Context: an optimization exercise on an open-source flow, tuned for a short achievable clock period and few clock cycles. The choices shown serve that exercise and are no tape-out recipe. RTL that was checked went through simulation tests only; none was proved equivalent to the original. No driver is modelled on the clock port, so clocking that relies on it looks cheaper here than on a real chip. No activity file was given, so power comes from the tool's default toggle rates.

before:
Design lf_core, start of the top module:
module lf_core (
    input  wire        clk,
    input  wire        rst,         
    input  wire        in_valid,
    input  wire [15:0] in_word,
    output wire        in_ready,
    output reg         out_valid,
    output reg  [2:0]  out_kind,
    output reg  [4:0]  out_addr,
    output reg  [15:0] out_data,
    output wire        busy
);
export LEC_CHECK = 0
export ABC_CLOCK_PERIOD_IN_PS = 1800
export CAP_MARGIN = 20
export CORE_MARGIN = 2
export CORE_UTILIZATION = 55
export CTS_CLUSTER_DIAMETER = 80
export CTS_CLUSTER_SIZE = 30
export SETUP_SLACK_MARGIN = 4.3
export SLEW_MARGIN = 20
create_clock -name core_clock -period 6.0 [get_ports {clk}]
standard.sh (not shown) runs the stock make flow with config.mk's settings and CLKGATE_MAP_FILE= SYNTH_SCRIPT=/design/flow/synth_recipe.tcl, a recipe that flattens the netlist after the stock synthesis.
==> flow/flow/run.sh <==
#!/bin/bash
# The standard layout, with a post-CTS step (flow/post_cts.tcl) that
# flattens the top of the clock tree. ORFS logs go to orfs/logs; the make
# output goes to standard.log.
set -euo pipefail
HERE=$(pwd)
bash standard.sh POST_CTS_TCL="$HERE/flow/post_cts.tcl" finish > "$HERE/standard.log" 2>&1
Other scripts of this flow, unchanged in this note and not shown: flow/flow/post_cts.tcl
Every stage of the flow completed for before, and the final layout passed the timing, design-rule and antenna checks.
Relative to before, the following input files were edited for after:
Settings: swapping 55 for 40 in CORE_UTILIZATION.
--- outcome ---
after ran to completion and came out clean on the timing, design-rule and antenna checks. Changes observed in after relative to before: final critical-path setup slack now sits at about the same level; shortest clock period the worst path allows after layout now sits at about the same level; count of multi-input gates now sits at about the same level; amount of wire on met2 after detailed routing now sits lower. Of before and after, the run reporting the lower antenna diode count was before. Diff before and after: sum of internal, switching and leakage power lower in before. Routed wire in after totals less than in before. Die area delta for after relative to before: 37% higher.
Function was not checked in any run of this note: the RTL went through the layout flow alone.

* * *

Another version of the RTL of lf_core (not shown whole).
Size in the first run: roughly 1600 cells after synthesis, ~410 flip-flops, roughly 46 I/O pins, about 17000 um^2 of cells after synthesis.
==> flow/design.v (excerpt) <==
module lf_core (
    input  wire        clk,
    input  wire        rst,         
    input  wire        in_valid,
    input  wire [15:0] in_word,
    output wire        in_ready,
    output reg         out_valid,
    output reg  [2:0]  out_kind,
    output reg  [4:0]  out_addr,
    output reg  [15:0] out_data,
    output wire        busy
);
==> flow/config.mk <==
export PLATFORM = sky130hd
export DESIGN_NAME = lf_core
export DESIGN_NICKNAME = lf_core
export VERILOG_FILES = /design/flow/design.v
export SDC_FILE = /design/flow/constraint.sdc
export NUM_CORES = 4
export LEC_CHECK = 0
export ABC_CLOCK_PERIOD_IN_PS = 1800
export CAP_MARGIN = 20
export CORE_MARGIN = 2
export CORE_UTILIZATION = 40
export CTS_CLUSTER_DIAMETER = 80
export CTS_CLUSTER_SIZE = 30
export SETUP_SLACK_MARGIN = 4.3
export SLEW_MARGIN = 20
==> flow/constraint.sdc <==
create_clock -name core_clock -period 6.0 [get_ports {clk}]
set_input_delay 1.2000 -clock core_clock [delete_from_list [all_inputs] [get_ports {clk}]]
set_output_delay 1.2000 -clock core_clock [all_outputs]
set_load 0.01 [all_outputs]
==> flow/flow/post_cts.tcl <==
set NB 4
set block [ord::get_db_block]
set db [ord::get_db]
set clk_net [$block findNet clk]

proc out_net {inst} {
  foreach it [$inst getITerms] { if {[$it isOutputSignal]} { return [$it getNet] } }
  return "NULL"
}
proc in_iterm {inst} {
  foreach it [$inst getITerms] { if {[$it isInputSignal]} { return $it } }
  return "NULL"
}
proc loads_of {net drv} {
  set l {}
  foreach it [$net getITerms] { if {[$it getInst] ne $drv} { lappend l $it } }
  return $l
}

# the tree above the leaf buffers
set root [[lindex [$clk_net getITerms] 0] getInst]
if {[llength [$clk_net getITerms]] != 1} { error "post_cts: clock port net has [llength [$clk_net getITerms]] cells" }
set root_net [out_net $root]
set branches {}
set leaves {}
set others {}
foreach it [loads_of $root_net $root] {
  set b [$it getInst]
  set bn [out_net $b]
  if {$bn eq "NULL"} { lappend others $b; continue }
  lappend branches $b
  foreach lit [loads_of $bn $b] {
    set l [$lit getInst]
    if {[out_net $l] eq "NULL"} { lappend others $l } else { lappend leaves $l }
  }
}
puts "post_cts: root [$root getName], [llength $branches] branch buffers, [llength $leaves] leaf buffers, [llength $others] dummy loads"
foreach l $leaves {
  set ln [out_net $l]
  foreach it [loads_of $ln $l] {
    if {![string match "*CLK*" [[$it getMTerm] getName]] && [out_net [$it getInst]] ne "NULL"} {
      error "post_cts: [$l getName] drives a non-register [[$it getInst] getName]"
    }
  }
}

# remove root, branches and their dummy loads
foreach inst [concat [list $root] $branches $others] {
  set n [out_net $inst]
  foreach it [$inst getITerms] { $it disconnect }
  odb::dbInst_destroy $inst
  if {$n ne "NULL"} { odb::dbNet_destroy $n }
}

# group the leaves: sort by angle around their centre, cut into NB runs
set cx 0.0; set cy 0.0
foreach l $leaves { set p [$l getLocation]; set cx [expr {$cx + [lindex $p 0]}]; set cy [expr {$cy + [lindex $p 1]}] }
set cx [expr {$cx / [llength $leaves]}]; set cy [expr {$cy / [llength $leaves]}]
set keyed {}
foreach l $leaves {
  set p [$l getLocation]
  lappend keyed [list [expr {atan2([lindex $p 1] - $cy, [lindex $p 0] - $cx)}] $l]
}
set keyed [lsort -real -index 0 $keyed]
set n [llength $keyed]
set master [$db findMaster sky130_fd_sc_hd__buf_16]
for {set g 0} {$g < $NB} {incr g} {
  set lo [expr {($g * $n) / $NB}]
  set hi [expr {(($g + 1) * $n) / $NB}]
  set grp {}
  for {set i $lo} {$i < $hi} {incr i} { lappend grp [lindex [lindex $keyed $i] 1] }
  set gx 0.0; set gy 0.0
  foreach l $grp { set p [$l getLocation]; set gx [expr {$gx + [lindex $p 0]}]; set gy [expr {$gy + [lindex $p 1]}] }
  set gx [expr {int($gx / [llength $grp])}]; set gy [expr {int($gy / [llength $grp])}]
  set b [odb::dbInst_create $block $master "clkbuf_br_${g}_clk"]
  set bn [odb::dbNet_create $block "clknet_br_${g}_clk"]
  $bn setSigType CLOCK
  $b setLocation $gx $gy
  $b setPlacementStatus PLACED
  [in_iterm $b] connect $clk_net
  [$b findITerm X] connect $bn
  foreach l $grp { set it [in_iterm $l]; $it disconnect; $it connect $bn }
  puts "post_cts: clkbuf_br_${g}_clk at $gx $gy drives [llength $grp] leaf buffers"
}

set bm [$db findMaster sky130_fd_sc_hd__buf_16]
foreach l $leaves { $l swapMaster $bm }
puts "post_cts: [llength $leaves] leaf buffers set to buf_16"

# legalize the new buffers
detailed_placement
check_placement -verbose
estimate_parasitics -placement
report_clock_skew
report_worst_slack
Scripts as last shown in full above: flow/flow/run.sh
Testbench counts at the start, summed over its fixed seeds: cycles 24,037.
Edit:
--- a/flow/flow/post_cts.tcl
+++ b/flow/flow/post_cts.tcl
@@ -84,7 +84,7 @@
 }
 
-set bm [$db findMaster sky130_fd_sc_hd__buf_16]
+set bm [$db findMaster sky130_fd_sc_hd__buf_12]
 foreach l $leaves { $l swapMaster $bm }
-puts "post_cts: [llength $leaves] leaf buffers set to buf_16"
+puts "post_cts: [llength $leaves] leaf buffers set to buf_12"
 
 # legalize the new buffers
Core utilization is lower by 0.19 points.
Power goes down by a few percent.
Final area came out lower slightly.
Sequential power is about the same.
Synthesized area does not change.
Cell count is about the same.
Critical path depth is unchanged.

what the ideal ports hide:
The results above use ideal ports. As a check the final layouts listed here were re-extracted and re-timed, cells and wires unchanged. Step 1 assumes that a clkbuf_16 drives the clock port and a buf_2 every other input. Step 2 adds t to the input delays and takes it off the output delays; t is the mean of the earliest and latest rising clock arrival at the registers after step 1. Input paths then give back, and output paths get back, about the clock's delay inside the block. Three values: ideal ports, drivers, drivers and shift; two values: the first two.
| run | t (ns) | setup slack, ns | worst slew at a driven data input, ns | pins driven straight from the clock port |
|---|---|---|---|---|
| before | 0.444 | 4.007 / 3.889 / 3.883 | 0.23 | 4 |
| after | 0.447 | 4.008 / 3.896 / 3.918 | 0.06 | 4 |
| the first run of note 2 | 0.440 | 4.040 / 3.910 / 3.691 | 0.35 | 4 |
| the second run of note 2 | 0.422 | 4.054 / 3.923 / 3.695 | 0.35 | 4 |
After both steps every run listed still meets setup and hold. For the second run of note 2, which loses most, drivers alone change the setup slack by -0.131 ns; drivers and shift together by -0.359 ns.
